Source: an optimization exercise on an open RTL-to-GDS flow (aim: small area). Production flows keep margins and buffers that such runs may drop. In this exercise RTL edits were held to simulation tests only and were not proved equivalent to the original.

==> flow/design.v <==
module smdec_chip (
    input  wire        clk,
    input  wire        rst,           
    input  wire        cfg_valid,     
    input  wire        cfg_variant,   
    input  wire        cfg_legal,     
    input  wire        chip_valid,
    input  wire        chip,
    output reg         ev_valid,
    output wire [31:0] ev_time,
    output wire [3:0]  ev_unit,
    output wire        ev_on,
    output wire        ev_green,
    output wire        ev_left,
    output wire        ev_right,
    output wire        ev_running,
    output wire        ev_unknown,
    output reg  [7:0]  ev_header
);
    localparam [2:0] H_I = 3'd0, H_SP = 3'd1, H_S = 3'd2, H_L = 3'd3,
                     H_R = 3'd4, H_C = 3'd5, H_A = 3'd6;
    reg        configured;
    reg        variant;
    reg        last_bit;
    reg [10:0] run;           
    reg [11:0] nsl;           
    reg        idle_val;
    reg [9:0]  win;           
    reg [3:0]  cc;            
    reg [3:0]  bc;            
    reg        f1;            
    reg        f2;            
    reg [17:0] acc;           
    reg [5:0]  sum;           
    reg [3:0]  d6;            
    reg [2:0]  hdr;           
    reg [20:0] tim;
    reg        u10;
    reg        on_r, run_r, unk_r;
    reg [2:0]  hc;
    wire step = configured && chip_valid;
    wire        same    = (chip == last_bit);
    wire [10:0] run_n   = same ? ((&run) ? run : run + 11'd1) : 11'd1;
    wire [11:0] nsl_inc = (&nsl) ? nsl : nsl + 12'd1;
    wire idle   = same && (variant ? (run >= 11'd100)  : (run >= 11'd10));
    wire offrun = same && (variant ? (run >= 11'd1000) : (run >= 11'd100));
    wire ka_due = variant ? (nsl >= 12'd4000) : (nsl >= 12'd700);
    wire e_in = variant ? chip : (chip == idle_val);
    wire       full      = (cc == 4'd9);
    wire       frame_ok  = !win[1] && e_in;
    wire [7:0] B         = win[9:2];
    wire       byte_done = !variant && !idle && full && frame_ok;
    wire b0 = (bc == 4'd0);
    wire b1 = (bc == 4'd1);
    wire b2 = (bc == 4'd2);
    wire b6 = (bc == 4'd6);
    wire b7 = (bc == 4'd7);
    wire b8 = (bc == 4'd8);
    wire b9 = (bc == 4'd9);
    wire b15 = (bc >= 4'd1) && (bc <= 4'd5);
    wire dig = (B[7:4] == 4'h3) && (B[3:0] <= 4'd9);
    wire cks = (B[7:6] == 2'b01) && (B[5:0] == sum);
    reg        hdr_ok;
    reg  [2:0] hdr_code;
    always @(*) begin
        hdr_ok = 1'b1;
        case (B)
            8'h20: hdr_code = H_SP;
            8'h53: hdr_code = H_S;
            8'h49: hdr_code = H_I;
            8'h4C: hdr_code = H_L;
            8'h52: hdr_code = H_R;
            8'h43: hdr_code = H_C;
            8'h41: hdr_code = H_A;
            default: begin hdr_code = 3'd7; hdr_ok = 1'b0; end
        endcase
    end
    wire last_grp  = (bc == 4'd5);
    wire grp_end   = (cc[1:0] == 2'd3);
    wire fast_adv  = variant && !idle && f2;
    wire fast_frame = fast_adv && last_grp && grp_end;
    wire        h_first = variant ? (bc == 4'd0) : b1;
    wire        h_m6    = !variant && b2;
    wire [3:0]  hx      = variant ? {chip, win[9:7]} :
                          b9 ? d6 : b8 ? 4'd0 : B[3:0];
    wire [17:0] gA      = h_first ? 18'd0 : acc;
    wire q   = hx[0];
    wire s0  = h_m6 ? (hx[1] | hx[3]) : hx[1];
    wire s1  = hx[2];
    wire hci = h_m6 & hx[3];
    wire e1  = h_m6 & (hx[2] | hx[3]);
    wire e2  = !h_m6 & hx[3];
    wire [19:0] op1;
    assign op1[0]     = s0;
    assign op1[1]     = h_m6 ? gA[0] : s1;
    assign op1[2]     = h_m6 ? gA[1] : gA[0];
    assign op1[3]     = h_m6 ? gA[2] : gA[1];
    assign op1[4]     = h_m6 ? gA[3] : gA[2];
    assign op1[5]     = !h_m6 & gA[3];
    assign op1[19:6]  = gA[17:4];
    wire [19:0] op2   = {2'b00, gA};
    wire [20:0] hcy;             
    wire [20:0] he;              
    wire [19:0] R;
    assign hcy[0] = hci;
    assign he[0] = 1'b0;
    assign he[1] = e1;
    genvar gi;
    generate
        for (gi = 0; gi < 20; gi = gi + 1) begin : g_h
            wire s = op1[gi] ^ op2[gi] ^ hcy[gi];
            assign hcy[gi+1] = (op1[gi] & op2[gi]) | (op1[gi] & hcy[gi]) | (op2[gi] & hcy[gi]);
            if (gi == 0) begin : g0
                assign R[gi] = s;
            end else begin : gn
                assign R[gi] = s ^ he[gi];
                if (gi == 1) begin : g1
                    assign he[2] = (s & he[1]) | e2;
                end else begin : g2
                    assign he[gi+1] = s & he[gi];
                end
            end
        end
    endgenerate
    wire [20:0] horner = {R, q};
    wire [21:0] gk;
    assign gk[0] = 1'b0;
    generate
        for (gi = 0; gi < 21; gi = gi + 1) begin : g_c
            assign gk[gi+1] = (horner[gi] & ~tim[gi]) | (horner[gi] & gk[gi]) |
                              (~tim[gi] & gk[gi]);
        end
    endgenerate
    wire gt = gk[21];
    wire std_frame = byte_done && ((b8 && f2) || (b9 && f1));
    wire do_frame  = variant ? fast_frame : std_frame;
    wire do_off    = offrun && on_r;
    wire do_ka     = idle && !do_off && ka_due;
    wire       inc   = (!variant && b9 && u10) ? f2 : gt;
    wire [2:0] f_hdr = variant ? H_S : hdr;
    wire       f_run = ((f_hdr != H_S) || (hc == H_S)) && ((f_hdr == H_SP) || inc);
    always @(posedge clk) begin
        if (rst || cfg_valid) begin
            configured <= rst ? 1'b0 : cfg_legal;
            variant    <= rst ? 1'b0 : cfg_variant;
            run        <= 11'd0;
            nsl        <= 12'd0;
            idle_val   <= 1'b0;
            cc         <= 4'd0;
            bc         <= 4'd0;
            f1         <= 1'b0;
            f2         <= 1'b0;
            ev_valid   <= 1'b0;
            tim        <= 21'd0;
            u10        <= rst || !cfg_variant;
            on_r       <= 1'b0;
            run_r      <= 1'b0;
            unk_r      <= 1'b0;
            hc         <= H_I;
        end else begin
            ev_valid <= 1'b0;
            if (step) begin
                last_bit <= chip;
                run      <= run_n;
                nsl      <= nsl_inc;
                win      <= {e_in, win[9:1]};
                if (idle) begin
                    idle_val <= chip;
                    cc       <= 4'd0;
                    bc       <= 4'd0;
                    if (variant) begin
                        f1 <= 1'b1;
                        f2 <= 1'b0;
                    end
                end else if (!variant) begin
                    if (!full) begin
                        cc <= cc + 4'd1;
                    end else if (frame_ok) begin
                        cc <= 4'd0;
                        if (bc != 4'd10)
                            bc <= bc + 4'd1;
                        if (b0) begin
                            hdr <= hdr_code;
                            f1  <= hdr_ok;
                        end
                        if (b15)
                            acc <= horner[17:0];
                        if (b15 || b6)
                            sum <= (b1 ? 6'd0 : sum) + {2'b00, B[3:0]};
                        if (b15 || b6)
                            f1  <= f1 && dig;
                        if (b6) begin
                            d6 <= B[3:0];
                            f2 <= f1 && cks;
                        end
                        if (b7)
                            f1 <= f1 && cks;
                        if (b8)
                            f2 <= !f2 && gt;
                    end
                end else begin
                    if (f2) begin
                        cc <= grp_end ? 4'd0 : cc + 4'd1;
                        if (grp_end) begin
                            bc  <= bc + 4'd1;
                            acc <= horner[17:0];
                        end
                        if (grp_end && last_grp) begin
                            f2 <= 1'b0;
                            f1 <= 1'b1;
                        end
                    end else if (f1 && (chip != idle_val)) begin
                        f2 <= 1'b1;
                        f1 <= 1'b0;
                        cc <= 4'd0;
                        bc <= 4'd0;
                    end
                end
                if (do_off) begin
                    ev_valid <= 1'b1;
                    on_r     <= 1'b0;
                end else if (do_ka) begin
                    ev_valid <= 1'b1;
                    nsl      <= variant ? 12'd1000 : 12'd100;
                end else if (do_frame) begin
                    ev_valid <= 1'b1;
                    nsl      <= 12'd0;
                    tim      <= horner;
                    u10      <= !variant && b8;
                    hc       <= f_hdr;
                    on_r     <= 1'b1;
                    run_r    <= f_run;
                    unk_r    <= !on_r;
                end
            end
        end
    end
    assign ev_time    = {11'd0, tim};
    assign ev_unit    = u10 ? 4'd10 : 4'd1;
    assign ev_on      = on_r;
    assign ev_running = run_r;
    assign ev_unknown = unk_r;
    assign ev_green   = (hc == H_A);
    assign ev_left    = (hc == H_L) || (hc == H_A) || (hc == H_C);
    assign ev_right   = (hc == H_R) || (hc == H_A) || (hc == H_C);
    always @(*) begin
        case (hc)
            H_SP:    ev_header = 8'h20;
            H_S:     ev_header = 8'h53;
            H_L:     ev_header = 8'h4C;
            H_R:     ev_header = 8'h52;
            H_C:     ev_header = 8'h43;
            H_A:     ev_header = 8'h41;
            default: ev_header = 8'h49;
        endcase
    end
endmodule
clock: 36.0 ns
lec_check: 0
abc_area: 1
cap_margin: 20
core_margin: 2
core_utilization: 75
cts_buf_list: sky130_fd_sc_hd__clkbuf_8
place_density: 0.85
slew_margin: 20
standard.sh (not shown) runs the stock make flow with config.mk's settings and CLKGATE_MAP_FILE= SYNTH_SCRIPT=/design/flow/synth_recipe.tcl, a recipe that flattens the netlist after the stock synthesis.
==> flow/flow/run.sh <==
#!/bin/bash
# Layout flow: the standard synthesis (unchanged, registers and their
# cells kept), then an area-oriented ABC re-mapping of the combinational logic
# between those registers, then the standard layout steps from floorplan on.
# Each tool's output goes to a log file of its own in this folder.
set -euo pipefail
R="$PWD/orfs/results/$FLOW_PLATFORM/smdec_chip/base"
YOSYS="${YOSYS_EXE:-$FLOW_HOME/../tools/install/yosys/bin/yosys}"
command -v "$YOSYS" >/dev/null 2>&1 || YOSYS=yosys

bash standard.sh synth > synth.log 2>&1
cp "$R/1_2_yosys.v" std_1_2_yosys.v

LIB="$FLOW_HOME/platforms/$FLOW_PLATFORM/lib/sky130_fd_sc_hd__tt_025C_1v80.lib" \
IN="$PWD/std_1_2_yosys.v" OUT="$PWD/reabc_1_2_yosys.v" ABC_SCRIPT="$PWD/flow/area.abc" \
    "$YOSYS" -c flow/reabc.tcl > reabc.log 2>&1

cp reabc_1_2_yosys.v "$R/1_2_yosys.v"
rm -f "$R/1_synth.odb"
bash standard.sh > layout.log 2>&1
Other scripts of this flow, unchanged in this note and not shown: flow/flow/area.abc, flow/flow/reabc.tcl
The baseline produced a clean layout.
Change:
--- a/flow/config.mk
+++ b/flow/config.mk
@@ -10,5 +10,7 @@
 export CORE_MARGIN = 2
-export CORE_UTILIZATION = 75
-export CTS_BUF_LIST = sky130_fd_sc_hd__clkbuf_8
-export PLACE_DENSITY = 0.85
+export CORE_UTILIZATION = 85
+export CTS_BUF_LIST = sky130_fd_sc_hd__clkbuf_16
+export CTS_CLUSTER_DIAMETER = 100
+export CTS_CLUSTER_SIZE = 40
+export PLACE_DENSITY = 0.92
 export SLEW_MARGIN = 20
The changed run did not get past global placement without I/O (3_1_place_gp_skip_io) with GPL-0301.
Area after synthesis does not change.
Synthesized cell count does not change.

-- afterwards: timing with drivers on the ports --
Ports are ideal in the flow. The routed layout listed here was re-timed in OpenROAD. Step 1 (the two cells are an assumption about what drives the block):
set clk [get_ports {clk}]
set_driving_cell -lib_cell sky130_fd_sc_hd__clkbuf_16 $clk
set_driving_cell -lib_cell sky130_fd_sc_hd__buf_2 [delete_from_list [all_inputs] $clk]
Step 2, shift: input delay + t, output delay - t, t = (earliest + latest rising clock arrival at the registers) / 2. This alone moves slack from input paths to output paths. a / b / c = ideal ports / drivers / drivers and shift; a / b = the first two.
run: the first run
shift t [ns]: 0.414
slack for setup (ns): 21.215 / 21.228 / 20.814
latest minus earliest clock arrival (ns): 0.010 / 0.010
After both steps setup and hold are still met in the first run. The setup slack of the first run moves by +0.013 ns with the drivers and by -0.401 ns with both steps.
